What follows belongs to an exercise in optimizing a design on an open flow for small area, a short achievable clock period and few clock cycles per item; a production flow would make more cautious choices. RTL that was checked went through simulation tests only; none was proved equivalent to the original. The RTL of runs 1 and 2 was laid out without a check of its function. Power is estimated from default activity; no workload was simulated.

<file path="design.v">
module rdm_responder (
    input  wire        clk,
    input  wire        rst,            
    input  wire [47:0] own_uid,        
    input  wire        rx_valid,
    input  wire [7:0]  rx_data,
    input  wire        rx_last,
    output reg         rx_ready,
    output reg         tx_valid,
    output reg  [7:0]  tx_data,
    output reg         tx_last,
    output reg         tx_break,
    input  wire        tx_ready,
    output reg         mute_line,
    output reg         mute_evt,
    output reg         identify_line,
    output reg         identify_evt
);
    function [5:0] inc6(input [5:0] a);
        inc6 = a ^ {&a[4:0], &a[3:0], &a[2:0], &a[1:0], a[0], 1'b1};
    endfunction
    function [5:0] dec6(input [5:0] a);
        dec6 = a ^ {~|a[4:0], ~|a[3:0], ~|a[2:0], ~|a[1:0], ~a[0], 1'b1};
    endfunction
    function [7:0] inc8(input [7:0] a);
        inc8 = a ^ {&a[6:0], &a[5:0], &a[4:0], &a[3:0], &a[2:0], &a[1:0], a[0], 1'b1};
    endfunction
    function cy8(input [7:0] a, input [7:0] b);
        reg [7:0] g, t;
        begin
            g = a & b;
            t = a | b;
            cy8 = g[7] | (t[7] & (g[6] | (t[6] & (g[5] | (t[5] & (g[4] |
                  (t[4] & (g[3] | (t[3] & (g[2] | (t[2] & (g[1] | (t[1] & g[0])))))))))))));
        end
    endfunction
    localparam [2:0] PD_TWO = 3'd0, PD_SUPP = 3'd1, PD_DEVINFO = 3'd2,
                     PD_MODEL = 3'd3, PD_MFR = 3'd4, PD_SWVER = 3'd5,
                     PD_LABEL = 3'd6, PD_IDENT = 3'd7;
    reg  [4:0]  ph;
    reg         m_v, m_l, s_l;
    reg  [7:0]  m_d, s_d;
    wire        hs = rx_valid & ~s_full;
    reg  [7:0]  pos;           
    reg  [15:0] sum;           
    reg  [7:0]  ml;            
    reg         hok, uni, all_, vend, pdlok, cshf, cshok, bad;
    reg         pdl0, pdl1, pdl12, pdlle32, idnz;
    reg         lo_dec, lo_fail, hi_dec, hi_fail;
    reg  [7:0]  ob_rx;         
    reg  [4:0]  wd;            
    reg         fpos, rpos;    
    reg  [5:0]  lead;          
    reg         s_full;        
    reg  [7:0]  f_src0, f_src1, f_src2, f_src3, f_src4, f_src5;
    reg  [7:0]  f_tn, f_sd0, f_sd1, f_cc, f_pid0, f_pid1;
    reg         done_pend, s_uni;
    reg         q_kdub, q_dubrep, q_eff;
    reg         bank;                  
    reg  [5:0]  len0, len1;            
    reg  [4:0]  base0, base1;          
    reg  [255:0] ring0, ring1;
    reg         act;                   
    reg  [5:0]  idx;                   
    reg  [7:0]  tL;                    
    reg  [5:0]  tH;
    reg         tc;
    reg         hi_done;
    reg         r_std;                 
    reg         r_nack;
    reg  [2:0]  r_pd;
    reg  [1:0]  r_rc;                  
    reg  [5:0]  r_end;                 
    reg  [4:0]  dd;                    
    reg  [7:0]  ob_tx;                 
    reg         hb;                    
    reg         lpd;                   
    reg         sb_v, sb_l, sb_b;
    reg         o_nv;                  
    reg  [7:0]  sb_d;
    wire [7:0]  b      = m_d;
    wire        b_eq_o = (b == ob_rx);
    wire        b_gt_o = (b > ob_rx);
    wire        b_ff   = (b == 8'hFF);
    wire        p_lo   = (pos[7:6] == 2'd0);         
    wire        ld;
    wire        lead_z   = (lead == 6'd0);
    wire        lead_p   = ~lead[5] & ~lead_z;
    wire        f_safe   = ~done_pend & (~hb | lead_p | (lead_z & ld));
    wire        inact_bank = ~bank;
    wire        w_al     = (wd == 5'd0);
    wire        go       = ~(fpos & ~f_safe) & ~(rpos & ~w_al);
    wire        c        = m_v & go;
    wire        mfree    = ~m_v | c;
    wire        ml_seen   = (pos > 8'd2);
    wire        at_cshi   = ml_seen & (pos == ml) & ~cshf;
    wire        frame_ok  = hok & pdlok & cshf & cshok & (sum[7:0] == b) & ~bad;
    wire        addressed = uni | all_ | vend;
    wire        new_done  = c & m_l & frame_ok & addressed;
    reg  [2:0]  rsel_n;
    always @* begin
        case (pos[5:0])
            6'd2, 6'd23, 6'd29: rsel_n = 3'd0;
            6'd3, 6'd24, 6'd30: rsel_n = 3'd1;
            6'd4, 6'd25, 6'd31: rsel_n = 3'd2;
            6'd5, 6'd26, 6'd32: rsel_n = 3'd3;
            6'd6, 6'd27, 6'd33: rsel_n = 3'd4;
            default:            rsel_n = 3'd5;
        endcase
    end
    reg  [7:0]  own_rx_n;
    always @* begin
        case (rsel_n)
            3'd0: own_rx_n = own_uid[47:40];
            3'd1: own_rx_n = own_uid[39:32];
            3'd2: own_rx_n = own_uid[31:24];
            3'd3: own_rx_n = own_uid[23:16];
            3'd4: own_rx_n = own_uid[15:8];
            default: own_rx_n = own_uid[7:0];
        endcase
    end
    wire        sd_nz   = |{f_sd0, f_sd1};
    wire        cc_disc = (f_cc == 8'h10);
    wire        cc_get  = (f_cc == 8'h20);
    wire        cc_set  = (f_cc == 8'h30);
    wire        pid_hi0 = (f_pid0 == 8'h00);
    wire        pid_dub   = pid_hi0 & (f_pid1 == 8'h01);
    wire        pid_mute  = pid_hi0 & (f_pid1 == 8'h02);
    wire        pid_unm   = pid_hi0 & (f_pid1 == 8'h03);
    wire        pid_supp  = pid_hi0 & (f_pid1 == 8'h50);
    wire        pid_dinf  = pid_hi0 & (f_pid1 == 8'h60);
    wire        pid_model = pid_hi0 & (f_pid1 == 8'h80);
    wire        pid_mfr   = pid_hi0 & (f_pid1 == 8'h81);
    wire        pid_label = pid_hi0 & (f_pid1 == 8'h82);
    wire        pid_swv   = pid_hi0 & (f_pid1 == 8'hC0);
    wire        pid_ident = (f_pid0 == 8'h10) & (f_pid1 == 8'h00);
    wire        cc_ok   = cc_disc | cc_get | cc_set;
    wire        key_ok  = ~sd_nz & cc_ok;
    wire        k_dub   = key_ok & cc_disc & pid_dub;
    wire        k_mute  = key_ok & cc_disc & (pid_mute | pid_unm);
    wire        k_get   = key_ok & cc_get & (pid_supp | pid_dinf | pid_model | pid_mfr |
                                             pid_label | pid_swv | pid_ident);
    wire        k_slab  = key_ok & cc_set & pid_label;
    wire        k_sid   = key_ok & cc_set & pid_ident;
    wire        e_mute  = k_mute & pdl0;
    wire        e_ident = k_sid & pdl1;
    wire        e_label = k_slab & pdlle32;
    wire        dub_rep = k_dub & ~mute_line & pdl12 & ~lo_fail & ~hi_fail;
    reg         d_nack;
    reg  [2:0]  d_pd;
    reg  [1:0]  d_rc;
    reg  [5:0]  d_end;
    wire [5:0]  len_act = bank ? len1 : len0;
    always @* begin
        d_nack = 1'b1; d_pd = PD_TWO; d_rc = 2'd0; d_end = 6'd26;
        if (sd_nz)            d_rc = 2'd3;              
        else if (!cc_ok)      d_rc = 2'd2;              
        else if (k_mute) begin
            if (pdl0) d_nack = 1'b0;                    
            else      d_rc = 2'd1;
        end else if (k_get) begin
            if (!pdl0) d_rc = 2'd1;
            else begin
                d_nack = 1'b0;
                if (pid_supp)       begin d_pd = PD_SUPP;    d_end = 6'd30; end
                else if (pid_dinf)  begin d_pd = PD_DEVINFO; d_end = 6'd43; end
                else if (pid_model) begin d_pd = PD_MODEL;   d_end = 6'd31; end
                else if (pid_mfr)   begin d_pd = PD_MFR;     d_end = 6'd27; end
                else if (pid_label) begin d_pd = PD_LABEL;   d_end = len_act; end
                else if (pid_swv)   begin d_pd = PD_SWVER;   d_end = 6'd26; end
                else                begin d_pd = PD_IDENT;   d_end = 6'd25; end
            end
        end else if (k_slab) begin
            if (pdlle32) begin d_nack = 1'b0; d_end = 6'd24; end
            else d_rc = 2'd1;
        end else if (k_sid) begin
            if (pdl1) begin d_nack = 1'b0; d_end = 6'd24; end
            else d_rc = 2'd1;
        end
    end
    wire        std_rep = s_uni & ~q_kdub;
    wire        rep     = q_dubrep | std_rep;
    wire        quiet   = ~rep & ~q_eff;
    wire        disp    = done_pend & (quiet | (~act & (~rep | ~sb_v)));
    wire        start   = disp & rep;
    reg  [2:0]  tsel_n;
    always @* begin
        if (r_std) begin
            case (idx[3:0])
                4'd8:  tsel_n = 3'd0;
                4'd9:  tsel_n = 3'd1;
                4'd10: tsel_n = 3'd2;
                4'd11: tsel_n = 3'd3;
                4'd12: tsel_n = 3'd4;
                default: tsel_n = 3'd5;
            endcase
        end else begin
            case (idx[4:0])
                5'd7, 5'd8:   tsel_n = 3'd0;
                5'd9, 5'd10:  tsel_n = 3'd1;
                5'd11, 5'd12: tsel_n = 3'd2;
                5'd13, 5'd14: tsel_n = 3'd3;
                5'd15, 5'd16: tsel_n = 3'd4;
                default:      tsel_n = 3'd5;
            endcase
        end
    end
    reg  [7:0]  own_tx_n;
    always @* begin
        case (tsel_n)
            3'd0: own_tx_n = own_uid[47:40];
            3'd1: own_tx_n = own_uid[39:32];
            3'd2: own_tx_n = own_uid[31:24];
            3'd3: own_tx_n = own_uid[23:16];
            3'd4: own_tx_n = own_uid[15:8];
            default: own_tx_n = own_uid[7:0];
        endcase
    end
    wire        r_al    = (dd[3:0] == 4'd0);
    wire [7:0]  tap31   = bank ? ring1[255:248] : ring0[255:248];
    wire [7:0]  tap15   = bank ? ring1[127:120] : ring0[127:120];
    wire [7:0]  lab_b   = dd[4] ? tap15 : tap31;
    reg  [7:0]  pd_b;
    always @* begin
        pd_b = 8'h00;
        case (r_pd)
            PD_TWO:   pd_b = idx[0] ? {4'd0, r_rc[1] & r_rc[0], r_rc[1] & ~r_rc[0], 1'b0, |r_rc} : 8'h00;
            PD_SUPP:  case (idx[2:0])
                          3'd1: pd_b = 8'h80;     
                          3'd3: pd_b = 8'h81;     
                          3'd5: pd_b = 8'h82;     
                          default: pd_b = 8'h00;
                      endcase
            PD_DEVINFO: case (idx[5:0])
                          6'd24, 6'd27, 6'd28, 6'd33, 6'd36, 6'd37: pd_b = 8'h01;
                          6'd38, 6'd39: pd_b = 8'hFF;
                          default: pd_b = 8'h00;
                      endcase
            PD_MODEL: case (idx[2:0])             
                          3'd0: pd_b = 8'h4A;
                          3'd1: pd_b = 8'h61;
                          3'd2: pd_b = 8'h20;
                          3'd3: pd_b = 8'h52;
                          3'd4: pd_b = 8'h75;
                          3'd5: pd_b = 8'h6C;
                          default: pd_b = 8'h65;
                      endcase
            PD_MFR:   case (idx[1:0])             
                          2'd0: pd_b = 8'h4F;
                          2'd1: pd_b = 8'h4C;
                          default: pd_b = 8'h50;
                      endcase
            PD_SWVER: pd_b = idx[0] ? 8'h31 : 8'h76;
            PD_LABEL: pd_b = lab_b;
            default:  pd_b = {7'd0, identify_line};
        endcase
    end
    wire        add_p  = r_std ? (idx <= r_end) : (idx >= 6'd9 && idx <= 6'd20);
    wire [8:0]  lsum   = {1'b0, tL} + {1'b0, tx_data};
    wire [5:0]  tHc    = tc ? inc6(tH) : tH;
    wire [5:0]  tHc1   = tc ? inc6(inc6(tH)) : inc6(tH);
    wire [5:0]  t_hi   = (add_p & cy8(tL, tx_data)) ? tHc1 : tHc;
    wire        at_end = (idx == r_end);
    reg  [7:0]  nb;
    always @* begin
        nb = 8'h00;
        if (r_std) begin
            if (hi_done)
                nb = tL;
            else if (at_end)
                nb = {2'b00, t_hi};
            else if (idx >= 6'd24)
                nb = pd_b;
            else case (idx[4:0])
                5'd0:  nb = 8'hCC;
                5'd1:  nb = 8'h01;
                5'd2:  nb = {2'b00, r_end};
                5'd3:  nb = f_src0;
                5'd4:  nb = f_src1;
                5'd5:  nb = f_src2;
                5'd6:  nb = f_src3;
                5'd7:  nb = f_src4;
                5'd8:  nb = f_src5;
                5'd9, 5'd10, 5'd11, 5'd12, 5'd13, 5'd14: nb = ob_tx;
                5'd15: nb = f_tn;
                5'd16: nb = {6'd0, r_nack, 1'b0};
                5'd17: nb = 8'h00;
                5'd18: nb = f_sd0;
                5'd19: nb = f_sd1;
                5'd20: nb = inc8(f_cc);
                5'd21: nb = f_pid0;
                5'd22: nb = f_pid1;
                default: nb = {2'b00, r_end[5:3] - 3'd3, r_end[2:0]};
            endcase
        end else begin
            if (idx < 6'd7)
                nb = 8'hFE;
            else if (idx == 6'd7)
                nb = 8'hAA;
            else if (idx < 6'd20)
                nb = ob_tx | (idx[0] ? 8'h55 : 8'hAA);
            else if (idx < 6'd22)
                nb = {2'b00, t_hi} | (idx[0] ? 8'h55 : 8'hAA);
            else
                nb = tL | (idx[0] ? 8'h55 : 8'hAA);
        end
    end
    wire        nb_last = r_std ? hi_done : (idx == 6'd23);
    wire        avail   = ~lpd | r_al;
    assign      ld      = act & avail & ~sb_v;
    wire        put  = ld | start;
    wire [7:0]  pb   = start ? (std_rep ? 8'hCC : 8'hFE) : nb;
    wire        pl   = ~start & nb_last;
    wire        pbrk = start ? std_rep : r_std;
    wire        o_free = o_nv | tx_ready;
    wire [4:0]  base_ac = bank ? base1 : base0;
    wire        wr_ring = c & p_lo & (pos[5:0] >= 6'd24) & (pos[5:0] <= 6'd55);
    wire [5:0]  pos6    = pos[5:0];
    wire [5:0]  lead_s0 = inc6(inc6(~pos6));        
    wire [5:0]  lead_s1 = inc6(~pos6);              
    wire [5:0]  idx_i   = inc6(idx);
    wire [5:0]  lead_i  = inc6(lead);
    wire [5:0]  lead_d  = dec6(lead);
    always @(posedge clk) begin
        ring0 <= {ring0[247:0], (wr_ring & ~inact_bank) ? b : ring0[255:248]};
        ring1 <= {ring1[247:0], (wr_ring &  inact_bank) ? b : ring1[255:248]};
        if (mfree)
            {m_d, m_l} <= s_full ? {s_d, s_l} : {rx_data, rx_last};
        if (~s_full)
            {s_d, s_l} <= {rx_data, rx_last};
        if (~sb_v)
            {sb_d, sb_l, sb_b} <= {pb, pl, pbrk};
        q_kdub   <= k_dub;
        q_dubrep <= dub_rep;
        q_eff    <= e_ident | e_label;
        if (c) begin
            ob_rx <= own_rx_n;
            if (pos == 8'd2) ml <= b;
            if (pos == 8'd9)  f_src0 <= b;
            if (pos == 8'd10) f_src1 <= b;
            if (pos == 8'd11) f_src2 <= b;
            if (pos == 8'd12) f_src3 <= b;
            if (pos == 8'd13) f_src4 <= b;
            if (pos == 8'd14) f_src5 <= b;
            if (pos == 8'd15) f_tn   <= b;
            if (pos == 8'd18) f_sd0  <= b;
            if (pos == 8'd19) f_sd1  <= b;
            if (pos == 8'd20) f_cc   <= b;
            if (pos == 8'd21) f_pid0 <= b;
            if (pos == 8'd22) f_pid1 <= b;
            if (pos == 8'd23) begin
                pdl0    <= (b == 8'd0);
                pdl1    <= (b == 8'd1);
                pdl12   <= (b == 8'd12);
                pdlle32 <= (b <= 8'd32);
            end
            if (pos == 8'd24) begin
                idnz <= |b;
                if (inact_bank) base1 <= ph;
                else            base0 <= ph;
            end
            if (p_lo && pos6 >= 6'd24 && pos6 <= 6'd29) begin
                if (pos6 == 6'd24 || !lo_dec) begin
                    lo_dec  <= ~b_eq_o;
                    lo_fail <= b_gt_o;
                end
            end
            if (p_lo && pos6 >= 6'd30 && pos6 <= 6'd35) begin
                if (pos6 == 6'd30 || !hi_dec) begin
                    hi_dec  <= ~b_eq_o;
                    hi_fail <= ~b_gt_o & ~b_eq_o;
                end
            end
            if (pos == 8'd0) begin
                hok   <= (b == 8'hCC);
                uni   <= 1'b1;
                all_  <= 1'b1;
                vend  <= 1'b1;
                pdlok <= 1'b0;
                cshf  <= 1'b0;
                bad   <= 1'b0;
                sum   <= {8'd0, b};
            end else begin
                if (pos == 8'd1 && b != 8'h01) hok <= 1'b0;
                if (pos >= 8'd3 && pos <= 8'd8) begin
                    if (!b_eq_o) uni <= 1'b0;
                    if (!b_ff)   all_ <= 1'b0;
                    if (pos <= 8'd4 ? !b_eq_o : !b_ff) vend <= 1'b0;
                end
                if (pos == 8'd23)
                    pdlok <= ({1'b0, b} + 9'd24 == {1'b0, ml});
                if (cshf) begin
                    if (!m_l) bad <= 1'b1;
                end else if (at_cshi) begin
                    cshf  <= 1'b1;
                    cshok <= (sum[15:8] == b);
                end else
                    sum <= sum + {8'd0, b};
            end
        end
        if (c && pos == 8'd24) wd <= 5'd0;
        else if (!c)           wd <= wd + 5'd1;
        if (start) begin
            idx     <= 6'd1;
            hi_done <= 1'b0;
            lpd     <= 1'b0;
            r_std   <= std_rep;
            r_nack  <= d_nack;
            r_pd    <= d_pd;
            r_rc    <= d_rc;
            r_end   <= d_end;
            tL      <= 8'h00;
            tH      <= 6'd0;
            tc      <= 1'b0;
            dd      <= ph - base_ac + 5'd24;
        end else begin
            if (ld) begin
                idx     <= idx_i;
                hi_done <= r_std & at_end;
                if (idx == 6'd23) lpd <= r_std & (r_pd == PD_LABEL) & (r_end != 6'd24);
                else if (idx + 6'd1 == r_end) lpd <= 1'b0;
                if (add_p) begin
                    tL <= lsum[7:0];
                    tH <= tHc;
                    tc <= lsum[8];
                end
            end else
                dd <= dd + 5'd1;
        end
        if (ld) ob_tx <= own_tx_n;
        if (start)
            lead <= c ? (m_l ? 6'd1 : lead_s1) : lead_s0;
        else if (c & m_l)
            lead <= ld ? idx_i : idx;
        else if (ld & ~c)
            lead <= lead_i;
        else if (c & ~ld)
            lead <= lead_d;
        if (o_free) begin
            if (sb_v) {tx_data, tx_last, tx_break} <= {sb_d, sb_l, sb_b};
            else if (put) {tx_data, tx_last, tx_break} <= {pb, pl, pbrk};
        end
    end
    always @(posedge clk) begin
        if (rst) begin
            ph            <= 5'd0;
            m_v           <= 1'b0;
            rx_ready      <= 1'b1;
            s_full        <= 1'b0;
            pos           <= 8'd0;
            fpos          <= 1'b0;
            rpos          <= 1'b0;
            done_pend     <= 1'b0;
            bank          <= 1'b0;
            len0          <= 6'd24;
            len1          <= 6'd24;
            act           <= 1'b0;
            hb            <= 1'b0;
            sb_v          <= 1'b0;
            tx_valid      <= 1'b0;
            o_nv          <= 1'b1;
            mute_line     <= 1'b0;
            mute_evt      <= 1'b0;
            identify_line <= 1'b0;
            identify_evt  <= 1'b0;
        end else begin
            ph <= ph + 5'd1;
            if (mfree) begin
                m_v      <= s_full | hs;
                rx_ready <= 1'b1;
                s_full   <= 1'b0;
            end else if (hs) begin
                rx_ready <= 1'b0;
                s_full   <= 1'b1;
            end
            if (c) begin
                if (m_l) pos <= 8'd0;
                else if (pos != 8'hFF) pos <= pos + 8'd1;
                fpos <= ~m_l & p_lo & (pos6 >= 6'd8)  & (pos6 <= 6'd21);
                rpos <= ~m_l & p_lo & (pos6 >= 6'd24) & (pos6 <= 6'd54);
                if (pos == 8'd23) begin
                    if (inact_bank) len1 <= ml[5:0];
                    else            len0 <= ml[5:0];
                end
            end
            if (new_done) begin
                done_pend <= 1'b1;
                s_uni     <= uni;
            end else if (disp)
                done_pend <= 1'b0;
            mute_evt     <= 1'b0;
            identify_evt <= 1'b0;
            if (disp) begin
                if (e_mute) begin
                    mute_line <= ~f_pid1[0];        
                    mute_evt  <= 1'b1;
                end
                if (e_ident) begin
                    identify_line <= idnz;
                    identify_evt  <= 1'b1;
                end
                if (e_label)
                    bank <= ~bank;
            end
            if (start) begin
                act <= 1'b1;
                hb  <= std_rep;
            end else if (ld) begin
                if (nb_last) act <= 1'b0;
                if (idx == 6'd22) hb <= 1'b0;
            end
            if (o_free) begin
                tx_valid <= sb_v | put;
                o_nv     <= ~(sb_v | put);
                sb_v     <= 1'b0;
            end else if (put)
                sb_v <= 1'b1;
        end
    end
endmodule
</file>
<file path="run.sh">
#!/bin/bash
# synth_recipe.tcl (not shown) runs the flow's synth.tcl, then flattens the netlist and writes it again
# the make line also repeats each setting of config.mk as NAME=value (left out here)
make -C /OpenROAD-flow-scripts/flow DESIGN_CONFIG=/design/flow/config.mk WORK_HOME=/design/flow/orfs CLKGATE_MAP_FILE= SYNTH_SCRIPT=/design/flow/synth_recipe.tcl finish
</file>
<file path="constraint.sdc">
create_clock -name core_clock -period 10.0 [get_ports {clk}]
set_input_delay 2.0000 -clock core_clock [delete_from_list [all_inputs] [get_ports {clk}]]
set_output_delay 2.0000 -clock core_clock [all_outputs]
set_load 0.01 [all_outputs]
</file>
<file path="config.mk">
export PLATFORM = sky130hd
export DESIGN_NAME = rdm_responder
export DESIGN_NICKNAME = rdm_responder
export VERILOG_FILES = /design/flow/design.v
export SDC_FILE = /design/flow/constraint.sdc
export NUM_CORES = 4
export LEC_CHECK = 0
export CAP_MARGIN = 20
export CORE_MARGIN = 2
export CORE_UTILIZATION = 40
export PLACE_DENSITY = 0.6
export SLEW_MARGIN = 20
</file>
==> flow_summary_export.csv, run 1 <==
group,metric,value,unit
global_routing,antenna_found_initial,2,
timing,period_minus_slack,4.293,ns
hold_path,min_path_type,"flop to flop",
critical_path,critPathArrivalTime,4.66,ns
drt,finalWirelength,70.89,mm
drt,vias,18254,
cts,post_cts_resized,0,
timing,fin_hold_ws,0.3111,ns
layout,fillCellCount,6373,
pwr,finalPower,7.061,mW
drt,dr.pass1.iters,6,
timing,maxSlewViolCount,0,
drt,vias_per_cell,5.337,
critical_path,r2r-end,"tx_data[3]",
cts,clk_pin_slew,0.06,ns
critical_path,criticalPathCategory,"flop to flop",
cts,worstSkewPairLatency,0.62,ns
die,fp.dieArea,73680,µm²
logic_synthesis,synth_area_leaders,"dfxtp_1 41%, edfxtp_1 24%, ha_1 4.1%, mux2i_1 2.2%, nor2_1 2.2%",
layout,largestRegisters,"ring0 x256, ring1 x256, sum x16",
cts,cts.path.max_buffers,3,
logic_synthesis,syn_nets,2478,
pwr,power_density,213.4,nW/µm²
logic_synthesis,synth_top_area_cell,"dfxtp_1",
critical_path,cp-startpoint,"idx[0]",
placement,postPlaceCellArea,30350,µm²
logic_synthesis,synth_cell_type_count,92,
global_routing,gr-total-overflow,0,
placement,dp_hpwl,48.58,mm
drt,dr.max_layer_used,"met5",
placement,dp_slack,5.788,ns
pwr,pwr-share-seq,49.6,%
global_routing,grt_pass1_vias,17819,
logic_synthesis,avgSynthCellArea,12.33,µm²
critical_path,ff2ff_path_depth,11,
pwr,clkPwrFrac,43.6,%
logic_synthesis,seq_area_frac_synth,64.97,%
die,die_x,271.4,µm
layout,stdcell_count,3420,
timing,hold_viol,0,
timing,worst_slew_pin_slew,1.015,ns
drt,detail-route-antenna-nets,0,
flow_run,max-cap-violations,0,
cts,cts-root-buf,"clkbuf_16",
cts,cts_sinks,816,
critical_path,slowest_delay,0.62,ns
timing,fin_worst_skew,0.02567,ns
critical_path,cp_slowest_cell,"a2111oi_1",
global_routing,grt_max_degree,53,
pwr,ir_drop,0.1578,mV
timing,rsz0062_at_grt,"false",
critical_path,r2r_slack,5.71,ns
cts,htree_levels,3,
die,rows,98,
critical_path,path_cells,"buf_4 -> ha_1 -> and3_1 -> ha_1 -> a222oi_1 -> nand3_1 -> a2111oi_1 -> o221ai_1 -> a2111oi_1 -> o211ai_1 -> mux2_2",
placement,gp_congestion,0.9850,
status,status,"complete, no violations",
critical_path,cp-start-kind,"flop",
pwr,internal-power,5.464,mW
critical_path,endpoint,"tx_data[3]",
drt,initialDrtViolationCount,1640,
layout,area_growth,15.68,%
logic_synthesis,synth_warnings,1,
logic_synthesis,synth_top_area_share,41.35,%
layout,final_nets,2560,
logic_synthesis,synthTopCellsByCount,"591 x dfxtp_1, 225 x edfxtp_1, 167 x nor2_1, 139 x nand2_1, 109 x a21oi_1",
timing,layout_setup_ws,5.707,ns
die,start_util,40.23,%
timing,fmax,0.2330,GHz
placement,dp.cells,3271,
critical_path,cp-end-kind,"flop",
pwr,swShare,22.62,%
timing,fin_tns_setup,0,ns
logic_synthesis,synth_seq_cells,816,
logic_synthesis,netlist_area,28610,µm²
layout,drive_gt1_share,9.761,%
pwr,p_switching,1.597,mW
cts,post_cts_buffers,0,
cts,holdBufCountCts,0,
drt,drc,0,
die,ios,77,
drt,wl_met3,4.145,mm
logic_synthesis,postSynthCellCount,2321,
timing,fin_crit_sh,42.93,%
cts,cts_buffers,80,
timing,slew_headroom,31.77,%
die,core,71120,µm²
layout,final_core_util,46.54,%
logic_synthesis,synth-edff-count,225,
cts,cts_tree,"yes",
global_routing,grt_usage,18.88,%
logic_synthesis,synthFlopType,"dfxtp_1",
die,dieHeight,271.4,µm
logic_synthesis,synth.most_common_cell,"dfxtp_1",
critical_path,cp_max_fo,20,
pwr,p_comb_share,6.7,%
drt,met1_length,31.39,mm
logic_synthesis,async_flop_share,0,%
pwr,leakage,12.45,nW
critical_path,r2r_start,"idx[0]",
timing,setup_viol,0,
drt,wl_per_cell,20.73,µm
placement,port_buffers,76,
drt,wl_met2,32.90,mm
global_routing,grt_pass1_wl,106.8,mm
critical_path,critPathRequiredTime,10.36,ns
layout,stdcell_area,33100,µm²
==> placed cells by master, fill, tap and decap left out, types with 19 or more instances in the layout <==
cell,netlist,routed
o211ai_1,19,19
and3_1,19,19
dfxtp_1,591,591
mux2_2,43,43
inv_1,92,91
a31oi_1,21,20
ha_1,93,93
edfxtp_1,225,225
nand2_1,139,139
clkbuf_1,70,20
nor3_1,32,31
clkbuf_16,0,81
a21oi_1,109,109
xor2_1,40,40
mux2i_1,63,63
o21ai_0,80,79
nor2_1,167,167
buf_4,0,27
xnor2_1,45,45
mux4_2,23,23
clkdlybuf4s50_1,0,75
nor2b_1,20,20
nand3_1,56,56
nand4_1,27,27
==> power by group through the flow <==
stage | Sequential [mW] | Combinational, mW | Clock, mW
6_report | 3.50 | 0.476 | 3.08
5_1_grt | 3.51 | 0.520 | 3.28
4_1_cts | 3.50 | 0.472 | 3.15
3_5_place_dp | 3.58 | 0.468 | 0
3_3_place_gp | 3.57 | 0.457 | 0
2_1_floorplan | 3.55 | 0.325 | 0
==> worst min path at each step <==
stage	cells after the start	start	slack (ns)	endpoint
after floorplan	0	ring0[92]	0.31	ring0[100]
after global placement	0	ring0[25]	0.31	ring0[33]
after detailed placement	0	ring0[21]	0.31	ring0[29]
after CTS	0	ring1[61]	0.31	ring1[69]
after global routing	0	ring1[131]	0.31	ring1[139]
final	0	ring0[218]	0.31	ring0[226]
==> kinds of logic after synthesis <==
kind of cell	share of synthesized area, %
AO/OA/AOI/OAI	9.534
AND/OR/NAND/NOR	10.11
XOR/XNOR	2.602
buffers and inverters	2.759
multiplexers	5.746
flip-flops	64.97
adder cells (fa/ha/maj)	4.277
==> metal layers <==
metal  global-route usage, %  vias to the layer above
met2                   30.34                      641
met3                   3.370                      160
met1                   25.54                     8927
met5                       0                        -
li1                        -                     8524
met4                   6.883                        2
==> worst max-delay path, delay by kind of cell (launching register included) <==
kind / cells / cell delay, ns
AO/OA/AOI/OAI: 5 / 1.94
buffers and inverters: 1 / 0.20
adder cells (fa/ha/maj): 2 / 0.81
multiplexers: 1 / 0.31
AND/OR/NAND/NOR: 2 / 0.48
flip-flops: 1 / 0.29
==> layout make-up <==
cell class | instances | area, µm² | share of cell area, %
antenna | 1 | 2.502 | 0.007561
clock buffer | 111 | 2240 | 6.767
clock inverter | 37 | 500.5 | 1.512
inverter | 98 | 369.1 | 1.115
multi-input combinational | 1304 | 9250 | 27.95
sequential | 816 | 18590 | 56.16
tap | 950 | 1189 | 3.591
timing repair buffer | 103 | 958.4 | 2.896
==> run 2, diff against run 1 <==
--- a/config.mk
+++ b/config.mk
@@ -6,7 +6,7 @@
 export NUM_CORES = 4
 export LEC_CHECK = 0
-export CAP_MARGIN = 20
+export CAP_MARGIN = 50
 export CORE_MARGIN = 2
-export CORE_UTILIZATION = 40
-export PLACE_DENSITY = 0.6
-export SLEW_MARGIN = 20
+export CORE_UTILIZATION = 60
+export PLACE_DENSITY = 0.75
+export SLEW_MARGIN = 50
==> run 2 against run 1 <==
Compared with the run above:
- largest cell class unchanged
- clock-buffer cell count shrank 5
- clock skew grew 0.011 ns
- critical endpoint unchanged
- cell count down 9.9%
- sequential power about the same
- die area decreased by 33%
- worst setup slack better by 0.20 ns
- combinational power grew 4.2%
==> flow_summary_export.csv, run 2 <==
group,metric,value,unit
timing,fin_crit_sh,40.91,%
placement,dp_hpwl,45.44,mm
logic_synthesis,syn_nets,2478,
logic_synthesis,synth_seq_cells,816,
hold_path,min_path_type,"flop to flop",
timing,maxSlewViolCount,0,
layout,antenna_cells,0,
drt,vias_per_cell,6.000,
cts,holdBufCountCts,0,
global_routing,busiest_layer,"met2",
layout,final_cell_mix,"590 x dfxtp_1, 225 x edfxtp_1, 163 x nor2_1",
timing,layout_setup_ws,5.909,ns
layout,area_growth,14.72,%
global_routing,use_met1,37.23,%
placement,dp.cells,2935,
global_routing,grt_max_degree,53,
logic_synthesis,synth_area_leaders,"dfxtp_1 41%, edfxtp_1 24%, ha_1 4.1%, mux2i_1 2.2%, nor2_1 2.2%",
timing,fin_tns_setup,0,ns
logic_synthesis,synthFlopType,"dfxtp_1",
cts,cts_tree,"yes",
placement,port_buffers,76,
cts,cts.path.max_buffers,3,
drt,dr.pass1.iters,6,
drt,initialDrtViolationCount,1871,
layout,final_nets,2558,
critical_path,criticalPathCategory,"flop to flop",
die,ios,77,
timing,hold_viol,0,
logic_synthesis,async_flop_share,0,%
critical_path,critPathRequiredTime,10.36,ns
die,core,47450,µm²
flow_run,max-cap-violations,0,
critical_path,path_cells,"buf_4 -> inv_1 -> ha_1 -> a222oi_1 -> nand3_1 -> a2111oi_1 -> o221ai_1 -> a2111oi_1 -> o211ai_1 -> mux2_2",
critical_path,critPathArrivalTime,4.45,ns
logic_synthesis,avgSynthCellArea,12.33,µm²
placement,dp_slack,5.574,ns
timing,setup_viol,0,
cts,cts_buffers,78,
die,fp.dieArea,49450,µm²
global_routing,grt_pass1_vias,18126,
timing,rsz0062_at_grt,"false",
global_routing,antenna_found_initial,1,
logic_synthesis,synthTopCellsByCount,"591 x dfxtp_1, 225 x edfxtp_1, 167 x nor2_1, 139 x nand2_1, 109 x a21oi_1",
global_routing,grt_pass1_wl,104.4,mm
logic_synthesis,synth-edff-count,225,
pwr,power_density,216.7,nW/µm²
logic_synthesis,postSynthCellCount,2321,
critical_path,slowest_delay,0.60,ns
global_routing,use_met2,44.11,%
logic_synthesis,synth_top_area_cell,"dfxtp_1",
cts,clk_pin_slew,0.06,ns
critical_path,cp-start-kind,"flop",
timing,period_minus_slack,4.091,ns
layout,drive_gt1_share,10.91,%
layout,final_common_cell,"dfxtp_1",
timing,fin_worst_skew,0.03698,ns
logic_synthesis,synth.most_common_cell,"dfxtp_1",
logic_synthesis,synth_top_area_share,41.35,%
critical_path,cpMostUsedCell,"a2111oi_1",
critical_path,cp_max_fo,52,
logic_synthesis,seq_area_frac_synth,64.97,%
layout,largestRegisters,"ring0 x256, ring1 x256, sum x16",
status,status,"complete, no violations",
critical_path,cp-end-kind,"flop",
die,rows,80,
global_routing,gr-total-overflow,0,
cts,post_cts_buffers,0,
drt,finalWirelength,67.58,mm
cts,post_cts_resized,0,
drt,vias,18485,
die,start_util,60.30,%
layout,fillCellCount,3301,
drt,detail-route-antenna-nets,0,
placement,gp_congestion,0.9658,
logic_synthesis,synth_warnings,1,
pwr,ir_drop,0.1723,mV
global_routing,grtUsageMet3,5.104,%
die,dieHeight,222.4,µm
drt,wl_per_cell,21.93,µm
timing,worst_slew_pin_slew,0.7768,ns
global_routing,grt_usage,27.40,%
cts,cts_sinks,816,
pwr,leakage,12.49,nW
cts,worstSkewPairLatency,0.64,ns
drt,drc,0,
cts,cts-root-buf,"clkbuf_16",
die,die_x,222.4,µm
timing,fmax,0.2445,GHz
critical_path,cp_slowest_cell,"a2111oi_1",
timing,slew_headroom,48.10,%
logic_synthesis,netlist_area,28610,µm²
cts,htree_levels,3,
critical_path,r2r_slack,5.91,ns
logic_synthesis,synth_cell_type_count,92,
layout,stdcell_count,3081,
## run 2: path summary, 6_finish.rpt
path | from | end | cells past startpoint
worst max-delay path | idx[4] | tx_data[3] | 10
worst min-delay path | ring1[23] | ring1[31] | 0
worst max register to register | idx[4] | tx_data[3] | 10
worst min register to register | ring1[23] | ring1[31] | 0
## run 2: area by class of cell
cell class | instances | area (µm²) | area share [%]
Clock buffer | 106 | 2255 | 6.870
Multi-Input combinational cell | 1304 | 9335 | 28.44
Tap cell | 615 | 769.5 | 2.345
Sequential cell | 816 | 18590 | 56.64
Inverter | 98 | 369.1 | 1.125
Clock inverter | 39 | 539.3 | 1.643
Timing Repair Buffer | 103 | 963.4 | 2.935
## run 2: power breakdown
part | leakage, nW | switching, mW | internal (mW)
logic | 4.26 | 0.298 | 0.198
clock network | 1.36 | 1.29 | 1.84
registers | 6.86 | 0.0402 | 3.45
## run 2: cell families (layout without fill, tap and decap cells)
| group | after synthesis | after routing | synth area share (%) |
|---|---|---|---|
| xor gates and xnor gates | 85 | 85 | 2.602 |
| AOI/OAI and AO/OA | 412 | 412 | 9.534 |
| muxes | 130 | 130 | 5.746 |
| adders and majority gates | 96 | 96 | 4.277 |
| and+or+nand+nor | 581 | 581 | 10.11 |
| DFF | 816 | 816 | 64.97 |
| buffers and inverters | 201 | 346 | 2.759 |
## run 2: stage by stage
stage                     utilization [%]  instance area, µm²  power [mW]  hold WS (ns)
after global placement              63.06               29920       4.024        0.3097
after global routing                69.17               32820       7.328        0.3179
after floorplan                         -               28610       3.877        0.3096
after CTS                           69.05               32760       7.146        0.3113
final                               69.17               32820       7.111        0.3116
after detailed placement            63.16               29970       4.044        0.3121
## run 2: worst max-delay path, delay by kind of cell (launching register included)
family                   cells  cell delay (ns)
AO/OA/AOI/OAI                5             1.86
adder cells (fa/ha/maj)      1             0.40
buffers and inverters        2             0.77
flip-flops                   1             0.31
multiplexers                 1             0.31
AND/OR/NAND/NOR              1             0.13
## run 2: layer usage
layer,routed length (µm),vias to the layer above
met3,5442,176
li1,-,8501
met5,0,-
met4,2186,0
met1,28240,8987
met2,31700,821
==> run 3, diff against run 2 <==
--- a/design.v
+++ b/design.v
@@ -35,4 +35,19 @@
         end
     endfunction
+    function ge8c(input [7:0] a, input [7:0] k);      
+        integer i;
+        reg r, e;
+        begin
+            r = 1'b0; e = 1'b1;
+            for (i = 7; i >= 0; i = i - 1) begin
+                if (!k[i]) r = r | (e & a[i]);
+                e = e & ~(a[i] ^ k[i]);
+            end
+            ge8c = r | e;
+        end
+    endfunction
+    function inr8(input [7:0] a, input [7:0] lo, input [7:0] hi);    
+        inr8 = ge8c(a, lo) & ~ge8c(a, hi + 8'd1);
+    endfunction
     localparam [2:0] PD_TWO = 3'd0, PD_SUPP = 3'd1, PD_DEVINFO = 3'd2,
                      PD_MODEL = 3'd3, PD_MFR = 3'd4, PD_SWVER = 3'd5,
@@ -93,5 +108,5 @@
     wire        c        = m_v & go;
     wire        mfree    = ~m_v | c;
-    wire        ml_seen   = (pos > 8'd2);
+    wire        ml_seen   = ge8c(pos, 8'd3);
     wire        at_cshi   = ml_seen & (pos == ml) & ~cshf;
     wire        frame_ok  = hok & pdlok & cshf & cshok & (sum[7:0] == b) & ~bad;
@@ -256,5 +271,5 @@
         endcase
     end
-    wire        add_p  = r_std ? (idx <= r_end) : (idx >= 6'd9 && idx <= 6'd20);
+    wire        add_p  = r_std ? ~hi_done : inr8({2'b00, idx}, 8'd9, 8'd20);
     wire [8:0]  lsum   = {1'b0, tL} + {1'b0, tx_data};
     wire [5:0]  tHc    = tc ? inc6(tH) : tH;
@@ -270,5 +285,5 @@
             else if (at_end)
                 nb = {2'b00, t_hi};
-            else if (idx >= 6'd24)
+            else if (ge8c({2'b00, idx}, 8'd24))
                 nb = pd_b;
             else case (idx[4:0])
@@ -294,11 +309,11 @@
             endcase
         end else begin
-            if (idx < 6'd7)
+            if (~ge8c({2'b00, idx}, 8'd7))
                 nb = 8'hFE;
             else if (idx == 6'd7)
                 nb = 8'hAA;
-            else if (idx < 6'd20)
+            else if (~ge8c({2'b00, idx}, 8'd20))
                 nb = ob_tx | (idx[0] ? 8'h55 : 8'hAA);
-            else if (idx < 6'd22)
+            else if (~ge8c({2'b00, idx}, 8'd22))
                 nb = {2'b00, t_hi} | (idx[0] ? 8'h55 : 8'hAA);
             else
@@ -315,5 +330,5 @@
     wire        o_free = o_nv | tx_ready;
     wire [4:0]  base_ac = bank ? base1 : base0;
-    wire        wr_ring = c & p_lo & (pos[5:0] >= 6'd24) & (pos[5:0] <= 6'd55);
+    wire        wr_ring = c & inr8(pos, 8'd24, 8'd55);
     wire [5:0]  pos6    = pos[5:0];
     wire [5:0]  lead_s0 = inc6(inc6(~pos6));        
@@ -353,5 +368,5 @@
                 pdl1    <= (b == 8'd1);
                 pdl12   <= (b == 8'd12);
-                pdlle32 <= (b <= 8'd32);
+                pdlle32 <= ~ge8c(b, 8'd33);
             end
             if (pos == 8'd24) begin
@@ -360,5 +375,5 @@
                 else            base0 <= ph;
             end
-            if (p_lo && pos6 >= 6'd24 && pos6 <= 6'd29) begin
+            if (inr8(pos, 8'd24, 8'd29)) begin
                 if (pos6 == 6'd24 || !lo_dec) begin
                     lo_dec  <= ~b_eq_o;
@@ -366,5 +381,5 @@
                 end
             end
-            if (p_lo && pos6 >= 6'd30 && pos6 <= 6'd35) begin
+            if (inr8(pos, 8'd30, 8'd35)) begin
                 if (pos6 == 6'd30 || !hi_dec) begin
                     hi_dec  <= ~b_eq_o;
@@ -383,8 +398,8 @@
             end else begin
                 if (pos == 8'd1 && b != 8'h01) hok <= 1'b0;
-                if (pos >= 8'd3 && pos <= 8'd8) begin
+                if (inr8(pos, 8'd3, 8'd8)) begin
                     if (!b_eq_o) uni <= 1'b0;
                     if (!b_ff)   all_ <= 1'b0;
-                    if (pos <= 8'd4 ? !b_eq_o : !b_ff) vend <= 1'b0;
+                    if (~ge8c(pos, 8'd5) ? !b_eq_o : !b_ff) vend <= 1'b0;
                 end
                 if (pos == 8'd23)
@@ -419,5 +434,5 @@
                 hi_done <= r_std & at_end;
                 if (idx == 6'd23) lpd <= r_std & (r_pd == PD_LABEL) & (r_end != 6'd24);
-                else if (idx + 6'd1 == r_end) lpd <= 1'b0;
+                else if (idx_i == r_end) lpd <= 1'b0;
                 if (add_p) begin
                     tL <= lsum[7:0];
@@ -442,9 +457,35 @@
         end
     end
+    reg         rst_q;
+    wire        rr = rst | rst_q;
     always @(posedge clk) begin
+        rst_q <= rst;
         if (rst) begin
+            rx_ready <= 1'b0;
+        end else if (rst_q) begin
+            rx_ready <= 1'b1;
+        end else if (mfree)
+            rx_ready <= 1'b1;
+        else if (hs)
+            rx_ready <= 1'b0;
+        if (rr) begin
+            tx_valid      <= 1'b0;
+            mute_line     <= 1'b0;
+            mute_evt      <= 1'b0;
+            identify_line <= 1'b0;
+            identify_evt  <= 1'b0;
+        end else begin
+            if (o_free)
+                tx_valid <= sb_v | put;
+            mute_evt     <= disp & e_mute;
+            identify_evt <= disp & e_ident;
+            if (disp & e_mute)
+                mute_line <= ~f_pid1[0];            
+            if (disp & e_ident)
+                identify_line <= idnz;
+        end
+        if (rst_q) begin
             ph            <= 5'd0;
             m_v           <= 1'b0;
-            rx_ready      <= 1'b1;
             s_full        <= 1'b0;
             pos           <= 8'd0;
@@ -458,25 +499,17 @@
             hb            <= 1'b0;
             sb_v          <= 1'b0;
-            tx_valid      <= 1'b0;
             o_nv          <= 1'b1;
-            mute_line     <= 1'b0;
-            mute_evt      <= 1'b0;
-            identify_line <= 1'b0;
-            identify_evt  <= 1'b0;
         end else begin
             ph <= ph + 5'd1;
             if (mfree) begin
-                m_v      <= s_full | hs;
-                rx_ready <= 1'b1;
-                s_full   <= 1'b0;
-            end else if (hs) begin
-                rx_ready <= 1'b0;
-                s_full   <= 1'b1;
-            end
+                m_v    <= s_full | hs;
+                s_full <= 1'b0;
+            end else if (hs)
+                s_full <= 1'b1;
             if (c) begin
                 if (m_l) pos <= 8'd0;
-                else if (pos != 8'hFF) pos <= pos + 8'd1;
-                fpos <= ~m_l & p_lo & (pos6 >= 6'd8)  & (pos6 <= 6'd21);
-                rpos <= ~m_l & p_lo & (pos6 >= 6'd24) & (pos6 <= 6'd54);
+                else if (pos != 8'hFF) pos <= inc8(pos);
+                fpos <= ~m_l & inr8(pos, 8'd8, 8'd21);
+                rpos <= ~m_l & inr8(pos, 8'd24, 8'd54);
                 if (pos == 8'd23) begin
                     if (inact_bank) len1 <= ml[5:0];
@@ -489,18 +522,6 @@
             end else if (disp)
                 done_pend <= 1'b0;
-            mute_evt     <= 1'b0;
-            identify_evt <= 1'b0;
-            if (disp) begin
-                if (e_mute) begin
-                    mute_line <= ~f_pid1[0];        
-                    mute_evt  <= 1'b1;
-                end
-                if (e_ident) begin
-                    identify_line <= idnz;
-                    identify_evt  <= 1'b1;
-                end
-                if (e_label)
-                    bank <= ~bank;
-            end
+            if (disp & e_label)
+                bank <= ~bank;
             if (start) begin
                 act <= 1'b1;
@@ -511,7 +532,6 @@
             end
             if (o_free) begin
-                tx_valid <= sb_v | put;
-                o_nv     <= ~(sb_v | put);
-                sb_v     <= 1'b0;
+                o_nv <= ~(sb_v | put);
+                sb_v <= 1'b0;
             end else if (put)
                 sb_v <= 1'b1;
==> run 3 against run 2 <==
Compared with the run above:
- first-iteration DRC count is 9.2% lower
- fmax is 1.9% lower
- non-clock buffer count is 2 higher
- worst hold slack better by 0.00099 ns
- clock-buffer cell count decreased by 5
- die area grew 0.65%
- critical path depth increased by 4
- power shrank 7.2%
- critical endpoint is now rsel_n[2]
- largest power group unchanged
- highest routed layer is now met5
==> flow_summary_export.csv, run 3 <==
group,metric,value,unit
status,status,"complete, no violations",
global_routing,gr-total-overflow,0,
logic_synthesis,synthFlopType,"dfxtp_1",
layout,antenna_cells,0,
cts,cts.path.max_buffers,3,
placement,dp_hpwl,46.53,mm
drt,drc,0,
pwr,ir_drop,0.1574,mV
die,die_x,223.1,µm
cts,cts_buffers,77,
pwr,p_switching,1.398,mW
cts,post_cts_buffers,0,
logic_synthesis,synth_warnings,1,
global_routing,grt_max_degree,54,
logic_synthesis,netlist_area,28800,µm²
logic_synthesis,synth_top_area_share,41.15,%
drt,initialDrtViolationCount,1699,
logic_synthesis,syn_nets,2500,
logic_synthesis,synth-edff-count,225,
global_routing,grt_usage,28.10,%
cts,cts_tree,"yes",
logic_synthesis,avgSynthCellArea,12.26,µm²
global_routing,grt_pass1_vias,18458,
pwr,pwr-share-seq,52.2,%
critical_path,cp-start-kind,"flop",
drt,vias_per_cell,5.970,
critical_path,critPathArrivalTime,4.67,ns
global_routing,antenna_found_initial,3,
die,rows,80,
timing,fin_hold_ws,0.3126,ns
placement,port_buffers,76,
timing,fin_crit_sh,41.70,%
cts,cts-root-buf,"clkbuf_16",
layout,final_nets,2575,
drt,wl_per_cell,22.42,µm
timing,setup_viol,0,
timing,period_minus_slack,4.170,ns
layout,area_growth,13.90,%
critical_path,critPathRequiredTime,10.50,ns
critical_path,criticalPathCategory,"flop to flop",
die,core,47550,µm²
logic_synthesis,postSynthCellCount,2349,
logic_synthesis,synth_area_leaders,"dfxtp_1 41%, edfxtp_1 23%, ha_1 3.8%, mux2i_1 2.2%, nor2_1 2.0%",
timing,slew_headroom,52.23,%
pwr,p_comb_share,2.8,%
cts,cts_sinks,817,
logic_synthesis,seq_area_frac_synth,64.61,%
global_routing,grt_pass1_wl,107.1,mm
layout,fillCellCount,3393,
critical_path,cp_max_fo,32,
layout,final_common_cell,"dfxtp_1",
cts,htree_levels,3,
layout,largestRegisters,"ring0 x256, ring1 x256, sum x16",
logic_synthesis,async_flop_share,0,%
hold_path,min_path_type,"flop to flop",
flow_run,max-cap-violations,0,
die,fp.dieArea,49770,µm²
drt,dr.pass1.iters,8,
pwr,internal-power,5.203,mW
logic_synthesis,synth_top_area_cell,"dfxtp_1",
timing,hold_viol,0,
pwr,clkPwrFrac,45.0,%
cts,post_cts_resized,0,
cts,clk_pin_slew,0.06,ns
layout,final_cell_mix,"585 x dfxtp_1, 225 x edfxtp_1, 150 x nor2_1",
die,start_util,60.57,%
layout,drive_gt1_share,11.18,%
die,dieHeight,223.1,µm
timing,worst_slew_pin_slew,0.7141,ns
timing,fmax,0.2398,GHz
critical_path,cp-end-kind,"flop",
timing,rsz0062_at_grt,"false",
die,ios,77,
timing,fin_worst_skew,0.02563,ns
timing,fin_tns_setup,0,ns
cts,holdBufCountCts,0,
timing,layout_setup_ws,5.830,ns
drt,detail-route-antenna-nets,0,
logic_synthesis,synth_cell_type_count,103,
pwr,leakage,12.59,nW
placement,gp_congestion,0.9821,
pwr,swShare,21.17,%
drt,finalWirelength,69.53,mm
logic_synthesis,synthTopCellsByCount,"592 x dfxtp_1, 225 x edfxtp_1, 152 x nor2_1, 138 x nand2_1, 110 x a21oi_1",
pwr,power_density,201.2,nW/µm²
logic_synthesis,synth.most_common_cell,"dfxtp_1",
logic_synthesis,synth_seq_cells,817,
timing,maxSlewViolCount,0,
drt,vias,18514,
cts,worstSkewPairLatency,0.63,ns
placement,dp_slack,5.867,ns
==> run 3: cell types whose count changed after synthesis, sizes merged, moves of 11 or more <==
cell / change
a22oi: +13
o21ai: +13
o21a: -11
mux4: -13
nor2: -14
nand3: -18
nor3: +11
==> run 3: cell type report <==
type,count,area [µm²],area share [%]
flip-flops and latches,817,18620,56.75
multi-input cells,1324,9422,28.72
clock buffers,101,2191,6.679
repair buffers,105,975.9,2.975
well taps,615,769.5,2.346
clock inverters,40,456.7,1.392
inverters,99,371.6,1.133
==> run 3: kinds of logic (layout without fill, tap and decap cells) <==
family / after synthesis / count (layout) / synth area share, %
compound gates: 441 / 441 / 10.58
xor+xnor: 92 / 92 / 2.798
fa+ha+maj: 90 / 90 / 3.988
buf+inv: 208 / 345 / 2.898
flops: 817 / 817 / 64.61
mux: 120 / 120 / 4.831
simple gates: 581 / 581 / 10.29
==> run 3: final timing paths <==
| kind | start | end | slack (ns) | cells after the start |
|---|---|---|---|---|
| max reg2reg | sb_v | rsel_n[2] | 5.83 | 14 |
| max | sb_v | rsel_n[2] | 5.83 | 14 |
| min | ring1[228] | ring1[236] | 0.31 | 0 |
| min reg2reg | ring1[228] | ring1[236] | 0.31 | 0 |
==> run 3: power groups by stage <==
stage | Sequential (mW) | Combinational (mW) | Clock (mW)
3_5_place_dp | 3.52 | 0.185 | 0
4_1_cts | 3.44 | 0.186 | 3.02
3_3_place_gp | 3.51 | 0.178 | 0
6_report | 3.44 | 0.187 | 2.97
2_1_floorplan | 3.51 | 0.109 | 0
5_1_grt | 3.45 | 0.204 | 3.14
==> run 3: critical path, stage by stage, from the launching register on <==
cell      delay (ns)
dfxtp_1         0.69
nand2b_1        0.22
a21o_1          0.33
inv_2           0.15
o211ai_4        0.20
buf_4           0.37
inv_2           0.36
o21ai_2         0.26
a22oi_1         0.17
nor2_1          0.34
inv_1           0.18
ha_1            0.32
and2b_1         0.16
o22ai_1         0.14
nand4b_1        0.12
==> run 3: layer usage <==
layer | global-route usage (%) | wire length [µm] | vias to the layer above
li1 | - | - | 8585
met1 | 38.01 | 30390 | 9095
met2 | 46.05 | 32990 | 685
met3 | 4.794 | 3979 | 147
met4 | 9.851 | 2160 | 2
met5 | 0 | 13 | -
==> run 3: stage by stage <==
stage / instances / power [mW] / utilization (%) / instance area [µm²]
final: 3101 / 6.601 / 68.99 / 32800
after detailed placement: 2959 / 3.701 / 63.37 / 30130
after CTS: 3100 / 6.649 / 68.94 / 32780
after global routing: 3101 / 6.787 / 68.99 / 32800
after floorplan: 2349 / 3.620 / - / 28800
after global placement: 2959 / 3.692 / 63.29 / 30090
Testbench counts of run 3, summed over its fixed seeds: cycles 39,462, requests 1,280.
==> run 4, diff against run 3 <==
--- a/config.mk
+++ b/config.mk
@@ -9,4 +9,5 @@
 export CORE_MARGIN = 2
 export CORE_UTILIZATION = 60
+export CTS_BUF_LIST = sky130_fd_sc_hd__clkbuf_4 sky130_fd_sc_hd__clkbuf_8
 export PLACE_DENSITY = 0.75
 export SLEW_MARGIN = 50
==> run 4 against run 3 <==
Compared with the run above:
- largest power group unchanged
- register-to-register slack worse by 0.02 ns
- combinational power hardly changed
- clock skew rose by 0.0052 ns
- largest cell class unchanged
- critical endpoint unchanged
==> flow_summary_export.csv, run 4 <==
group,metric,value,unit
pwr,pwr-share-seq,53.1,%
pwr,internal-power,5.114,mW
die,die_x,223.1,µm
die,core,47550,µm²
cts,cts-root-buf,"clkbuf_8",
die,start_util,60.57,%
global_routing,grt_pass1_wl,105.9,mm
logic_synthesis,seq_area_frac_synth,64.61,%
logic_synthesis,synth.most_common_cell,"dfxtp_1",
critical_path,cp_max_fo,32,
cts,clk_pin_slew,0.06,ns
drt,initialDrtViolationCount,1635,
timing,fin_crit_sh,41.88,%
global_routing,gr-total-overflow,0,
die,dieHeight,223.1,µm
timing,slew_headroom,49.05,%
die,rows,80,
logic_synthesis,synth-edff-count,225,
logic_synthesis,async_flop_share,0,%
cts,cts_sinks,817,
timing,hold_viol,0,
logic_synthesis,synthFlopType,"dfxtp_1",
timing,setup_viol,0,
pwr,power_density,197.8,nW/µm²
cts,htree_levels,3,
placement,port_buffers,76,
pwr,p_comb_share,2.9,%
critical_path,critPathArrivalTime,4.79,ns
critical_path,critPathRequiredTime,10.60,ns
cts,post_cts_buffers,0,
cts,holdBufCountCts,0,
layout,area_growth,13.92,%
die,fp.dieArea,49770,µm²
logic_synthesis,synth_seq_cells,817,
cts,post_cts_resized,0,
cts,cts_tree,"yes",
timing,fin_worst_skew,0.03085,ns
layout,final_common_cell,"dfxtp_1",
critical_path,ff2ff_path_depth,14,
critical_path,criticalPathCategory,"flop to flop",
critical_path,cp-start-kind,"flop",
critical_path,r2r-end,"rsel_n[2]",
placement,gp_congestion,0.9821,
die,ios,77,
logic_synthesis,synth_top_area_share,41.15,%
logic_synthesis,synth_top_area_cell,"dfxtp_1",
logic_synthesis,synth_warnings,1,
logic_synthesis,synthTopCellsByCount,"592 x dfxtp_1, 225 x edfxtp_1, 152 x nor2_1, 138 x nand2_1, 110 x a21oi_1",
layout,fillCellCount,3386,
drt,dr.pass1.iters,6,
global_routing,busiest_layer,"met2",
timing,worst_slew_pin_slew,0.7563,ns
pwr,leakage,12.70,nW
pwr,p_switching,1.376,mW
global_routing,antenna_found_initial,4,
pwr,swShare,21.20,%
logic_synthesis,syn_nets,2500,
timing,rsz0062_at_grt,"false",
global_routing,use_met1,37.50,%
cts,cts_buffers,117,
global_routing,grt_usage,27.74,%
cts,worstSkewPairLatency,0.73,ns
critical_path,cp-startpoint,"sb_v",
critical_path,r2r_slack,5.81,ns
timing,period_minus_slack,4.188,ns
global_routing,grt_max_degree,54,
timing,maxSlewViolCount,0,
critical_path,cp-end-kind,"flop",
pwr,clkPwrFrac,44.0,%
pwr,ir_drop,0.1958,mV
critical_path,endpoint,"rsel_n[2]",
status,status,"complete, no violations",
drt,drc,0,
timing,fin_tns_setup,0,ns
logic_synthesis,avgSynthCellArea,12.26,µm²
pwr,finalPower,6.490,mW
logic_synthesis,postSynthCellCount,2349,
drt,finalWirelength,68.67,mm
drt,vias,18688,
logic_synthesis,netlist_area,28800,µm²
drt,detail-route-antenna-nets,0,
drt,vias_per_cell,5.871,
global_routing,grt_pass1_vias,18592,
layout,drive_gt1_share,14.39,%
critical_path,r2r_start,"sb_v",
layout,final_nets,2615,
global_routing,use_met2,44.58,%
layout,final_cell_mix,"585 x dfxtp_1, 225 x edfxtp_1, 150 x nor2_1",
global_routing,grtUsageMet3,5.452,%
placement,dp_hpwl,46.53,mm
timing,fmax,0.2388,GHz
hold_path,whs_path_depth,0,
layout,largestRegisters,"ring0 x256, ring1 x256, sum x16",
flow_run,max-cap-violations,0,
logic_synthesis,synth_cell_type_count,103,
logic_synthesis,synth_area_leaders,"dfxtp_1 41%, edfxtp_1 23%, ha_1 3.8%, mux2i_1 2.2%, nor2_1 2.0%",
hold_path,min_path_type,"flop to flop",
cts,cts.path.max_buffers,3,
drt,wl_per_cell,21.57,µm
[run 4: cell counts after synthesis]
No cell type changed its count.
[run 4: routing by layer]
metal,part of all wire [%],wire length [µm]
met1,43,29670
met2,47,32200
met3,6.7,4589
met4,3.2,2188
met5,0.019,13
[run 4: kinds of logic after synthesis]
group	count (synthesis)	synth area share [%]
compound gates	441	10.58
xor+xnor	92	2.798
fa+ha+maj	90	3.988
buf+inv	208	2.898
flops	817	64.61
mux	120	4.831
simple gates	581	10.29
[run 4: how the worst min path moves through the flow]
stage | from | end | slack [ns]
floorplan | ring0[92] | ring0[100] | 0.31
global placement | ring1[117] | ring1[125] | 0.31
detailed placement | ring0[142] | ring0[150] | 0.31
CTS | ring0[244] | ring0[252] | 0.32
global route | ring1[111] | ring1[119] | 0.32
finish | ring0[57] | ring0[65] | 0.30
[run 4: worst max-delay path: stages (launching register included)]
cell and delay (ns):
dfxtp_1 0.71, nand2b_1 0.22, a21o_1 0.33, inv_2 0.15, o211ai_4 0.20, buf_4 0.38, inv_2 0.35, o21ai_2 0.26
a22oi_1 0.17, nor2_1 0.34, inv_1 0.18, ha_1 0.32, and2b_1 0.16, o22ai_1 0.14, nand4b_1 0.12
[run 4: through the flow]
step	utilization, %	worst slack [ns]	instances	instance area, µm²	hold WS (ns)
6_report	69.01	5.812	3183	32810	0.3015
5_1_grt	68.99	5.586	3181	32800	0.3229
4_1_cts	68.94	5.871	3179	32780	0.3173
3_5_place_dp	63.37	5.867	2959	30130	0.3121
3_3_place_gp	63.29	5.996	2959	30090	0.3097
2_1_floorplan	-	6.634	2349	28800	0.3096
[run 4: final cells by class]
class                      count  area [µm²]  area share [%]
clock buffer                 181        2222           6.773
clock inverter                39       424.2           1.293
sequential                   817       18620           56.74
antenna                        3       7.507         0.02288
inverter                      99       371.6           1.133
multi-input combinational   1324        9422           28.72
timing repair buffer         105       975.9           2.975
tap                          615       769.5           2.345
[run 4: power groups by stage]
stage | combinational [mW] | sequential [mW] | clock (mW)
after CTS | 0.186 | 3.44 | 2.92
after global routing | 0.204 | 3.45 | 3.05
final | 0.187 | 3.45 | 2.86
after detailed placement | 0.185 | 3.52 | 0
after floorplan | 0.109 | 3.51 | 0
after global placement | 0.178 | 3.51 | 0
==> run 5, diff against run 4 <==
==> flow/run.sh (new file) <==
#!/bin/bash
# Standard layout (the standard.sh, unchanged), with timing repair asked
# for $SETUP_SLACK_MARGIN ns of extra setup slack at the design's own clock.
set -euo pipefail
cd "$(dirname "$0")/.."
export SETUP_SLACK_MARGIN=6.5
bash standard.sh finish > flow_make.log 2>&1
==> standard.sh (new file) <==
#!/bin/bash
# synth_recipe.tcl (not shown) runs the flow's synth.tcl, then flattens the netlist and writes it again
# the make line also repeats each setting of config.mk as NAME=value (left out here)
make -C /OpenROAD-flow-scripts/flow DESIGN_CONFIG=/design/flow/config.mk WORK_HOME=/design/flow/orfs CLKGATE_MAP_FILE= SYNTH_SCRIPT=/design/flow/synth_recipe.tcl "${@:-finish}"
--- a/config.mk
+++ b/config.mk
@@ -9,5 +9,4 @@
 export CORE_MARGIN = 2
 export CORE_UTILIZATION = 60
-export CTS_BUF_LIST = sky130_fd_sc_hd__clkbuf_4 sky130_fd_sc_hd__clkbuf_8
 export PLACE_DENSITY = 0.75
 export SLEW_MARGIN = 50
removed: run.sh
==> run 5 against run 4 <==
Compared with the run above:
- sequential cell count is the same
- highest routed layer unchanged
- fmax increased by 22%
- power rose by 1.7%
- register-to-register slack gained 0.76 ns
- die area did not move
==> flow_summary_export.csv, run 5 <==
group,metric,value,unit
status,status,"complete, no violations",
die,core,47550,µm²
global_routing,antenna_found_initial,4,
timing,fin_tns_setup,0,ns
layout,final_common_cell,"dfxtp_1",
layout,antenna_cells,0,
placement,gp_congestion,0.9821,
hold_path,min_path_type,"flop to flop",
layout,fillCellCount,3384,
logic_synthesis,avgSynthCellArea,12.26,µm²
die,die_x,223.1,µm
die,dieHeight,223.1,µm
timing,fmax,0.2919,GHz
timing,fin_crit_sh,34.25,%
timing,worst_slew_pin_slew,0.7202,ns
critical_path,cp_max_fo,32,
logic_synthesis,synth_seq_cells,817,
timing,hold_viol,0,
drt,finalWirelength,69.73,mm
timing,fin_hold_ws,0.3121,ns
cts,cts.path.max_buffers,3,
logic_synthesis,synth_warnings,1,
placement,port_buffers,76,
logic_synthesis,synth.most_common_cell,"dfxtp_1",
cts,cts-root-buf,"clkbuf_16",
logic_synthesis,synth_top_area_cell,"dfxtp_1",
critical_path,endpoint,"rsel_n[2]",
critical_path,r2r_start,"dd[0]",
timing,slew_headroom,51.82,%
pwr,leakage,12.69,nW
cts,htree_levels,3,
drt,wl_per_cell,22.44,µm
die,start_util,60.57,%
cts,cts_tree,"yes",
critical_path,cp-startpoint,"dd[0]",
drt,vias_per_cell,5.983,
critical_path,critPathRequiredTime,10.50,ns
critical_path,cp.depth,16,
critical_path,criticalPathCategory,"flop to flop",
layout,area_growth,14.47,%
cts,worstSkewPairLatency,0.63,ns
critical_path,slowest_delay,0.41,ns
logic_synthesis,synth_area_leaders,"dfxtp_1 41%, edfxtp_1 23%, ha_1 3.8%, mux2i_1 2.2%, nor2_1 2.0%",
logic_synthesis,netlist_area,28800,µm²
critical_path,crit_family,"compound AO/OA/AOI/OAI gates",
drt,drc,0,
logic_synthesis,synth-edff-count,225,
die,ios,77,
placement,dp_hpwl,46.53,mm
drt,vias,18590,
drt,initialDrtViolationCount,1756,
logic_synthesis,syn_nets,2500,
timing,setup_viol,0,
layout,final_cell_mix,"582 x dfxtp_1, 225 x edfxtp_1, 149 x nor2_1",
drt,dr.pass1.iters,6,
critical_path,ff2ff_path_depth,16,
logic_synthesis,synthTopCellsByCount,"592 x dfxtp_1, 225 x edfxtp_1, 152 x nor2_1, 138 x nand2_1, 110 x a21oi_1",
critical_path,cp-start-kind,"flop",
drt,detail-route-antenna-nets,0,
logic_synthesis,seq_area_frac_synth,64.61,%
logic_synthesis,async_flop_share,0,%
critical_path,crit_buf_inv,5,
pwr,ir_drop,0.1574,mV
layout,final_nets,2581,
global_routing,grt_max_degree,54,
layout,drive_gt1_share,11.96,%
logic_synthesis,synth_cell_type_count,103,
cts,cts_buffers,77,
timing,period_minus_slack,3.425,ns
global_routing,gr-total-overflow,0,
logic_synthesis,synthFlopType,"dfxtp_1",
logic_synthesis,postSynthCellCount,2349,
critical_path,r2r-end,"rsel_n[2]",
timing,maxSlewViolCount,0,
logic_synthesis,synth_top_area_share,41.15,%
critical_path,cp-end-kind,"flop",
global_routing,grt_pass1_vias,18457,
layout,largestRegisters,"ring0 x256, ring1 x256, sum x16",
timing,rsz0062_at_grt,"true",
global_routing,grt_usage,28.13,%
critical_path,cp_slowest_cell,"edfxtp_1",
critical_path,critPathArrivalTime,3.93,ns
timing,fin_worst_skew,0.02860,ns
die,fp.dieArea,49770,µm²
die,rows,80,
flow_run,max-cap-violations,0,
cts,cts_sinks,817,
pwr,power_density,200.2,nW/µm²
critical_path,r2r_slack,6.57,ns
global_routing,grt_pass1_wl,107.2,mm
critical_path,path_cells,"inv_1 -> ha_1 -> or3b_1 -> a21o_4 -> inv_2 -> o211ai_4 -> buf_12 -> clkinv_8 -> o21ai_2 -> a22oi_2 -> nor2_4 -> inv_1 -> ha_1 -> and2b_1 -> o22ai_1 -> nand4b_1",
cts,clk_pin_slew,0.07,ns
cts,holdBufCountCts,0,
[run 5: kinds of logic (layout without fill, tap and decap cells)]
logic type	after synthesis	in the layout	synth area share, %
AND/OR/NAND/NOR	581	581	10.29
buffers and inverters	208	351	2.898
XOR/XNOR	92	92	2.798
multiplexers	120	120	4.831
flip-flops	817	817	64.61
adder cells (fa/ha/maj)	90	90	3.988
AO/OA/AOI/OAI	441	441	10.58
[run 5: routing by layer]
metal  vias to the layer above  track usage (%)  share of wire [%]
li1                       8591                -                  -
met4                         2            9.742                3.2
met1                      9079            37.83                 43
met5                         -                0              0.019
met2                       759            46.09                 48
met3                       159            5.176                6.7
[run 5: repair_timing]
| action | CTS | global route |
|---|---|---|
| endpoints found under the setup margin | 121 | 16 |
| setup buffers | 4 | 3 |
| endpoints found under the hold margin | 0 | 0 |
| resized for setup | 30 | 20 |
| pin swaps | 0 | 2 |
[run 5: final cells by class]
type / instances / area, µm² / share of cell area, %
clock inverters: 40 / 456.7 / 1.385
clock buffers: 101 / 2191 / 6.646
multi-input cells: 1324 / 9510 / 28.85
flip-flops and latches: 817 / 18630 / 56.51
inverters: 99 / 384.1 / 1.165
repair buffers: 111 / 1027 / 3.116
well taps: 615 / 769.5 / 2.334
[run 5: worst min path at each step]
stage	startpoint	to	slack [ns]	cells after the start
6_report	ring1[228]	ring1[236]	0.31	0
5_1_grt	ring0[244]	ring0[252]	0.31	0
4_1_cts	ring0[244]	ring0[252]	0.31	0
3_5_place_dp	ring0[142]	ring0[150]	0.31	0
3_3_place_gp	ring1[117]	ring1[125]	0.31	0
2_1_floorplan	ring0[92]	ring0[100]	0.31	0
[run 5: report_power, final]
part           switching, mW  leakage [nW]  internal (mW)
clock network           1.27          1.31           1.70
registers             0.0244          6.85           3.42
logic                  0.107          4.53         0.0821
total                   1.40          12.7           5.20
[run 5: through the flow]
step | cells | worst slack (ns) | power, mW | instance area [µm²] | utilization [%]
2_1_floorplan | 2349 | 6.634 | 3.620 | 28800 | -
3_3_place_gp | 2959 | 5.996 | 3.692 | 30090 | 63.29
3_5_place_dp | 2959 | 5.867 | 3.701 | 30130 | 63.37
4_1_cts | 3104 | 6.475 | 6.649 | 32840 | 69.07
5_1_grt | 3107 | 6.405 | 6.789 | 32970 | 69.34
6_report | 3107 | 6.575 | 6.601 | 32970 | 69.34
[run 5: worst reg2reg max path, cell delays in order (launching register included)]
cell and delay, ns:
edfxtp_1 0.41, inv_1 0.10, ha_1 0.13, or3b_1 0.36, a21o_4 0.28, inv_2 0.14
o211ai_4 0.11, buf_12 0.20, clkinv_8 0.17, o21ai_2 0.17, a22oi_2 0.32, nor2_4 0.08
inv_1 0.17, ha_1 0.25, and2b_1 0.16, o22ai_1 0.14, nand4b_1 0.12

## afterwards: timing with drivers on the ports
No port has a modelled driver above. Below, the same layouts with a new extraction and two added sets of constraints.
Step 1 (the two cells are an assumption about what drives the block):
set clk [get_ports {clk}]
set_driving_cell -lib_cell sky130_fd_sc_hd__clkbuf_16 $clk
set_driving_cell -lib_cell sky130_fd_sc_hd__buf_2 [delete_from_list [all_inputs] $clk]
Step 2 also shifts input and output timing later by t, the mid clock arrival at the registers, as if the neighbouring blocks saw the same clock.
Three values: ideal ports, drivers, drivers and shift; two values: the first two.
run	t, ns	slack for setup (ns)	worst data-port slew with drivers (ns)
run 1	0.671	5.707 / 5.707 / 5.707	0.05
run 2	0.689	5.909 / 5.909 / 5.523	0.06
run 3	0.676	5.830 / 5.830 / 5.830	0.07
run 4	0.770	5.812 / 5.812 / 5.812	0.06
run 5	0.676	6.575 / 6.533 / 6.367	0.07
After both steps setup and hold are still met in every run listed. The setup slack of run 2, which loses most, moves by 0.000 ns with the drivers and by -0.386 ns with both steps.
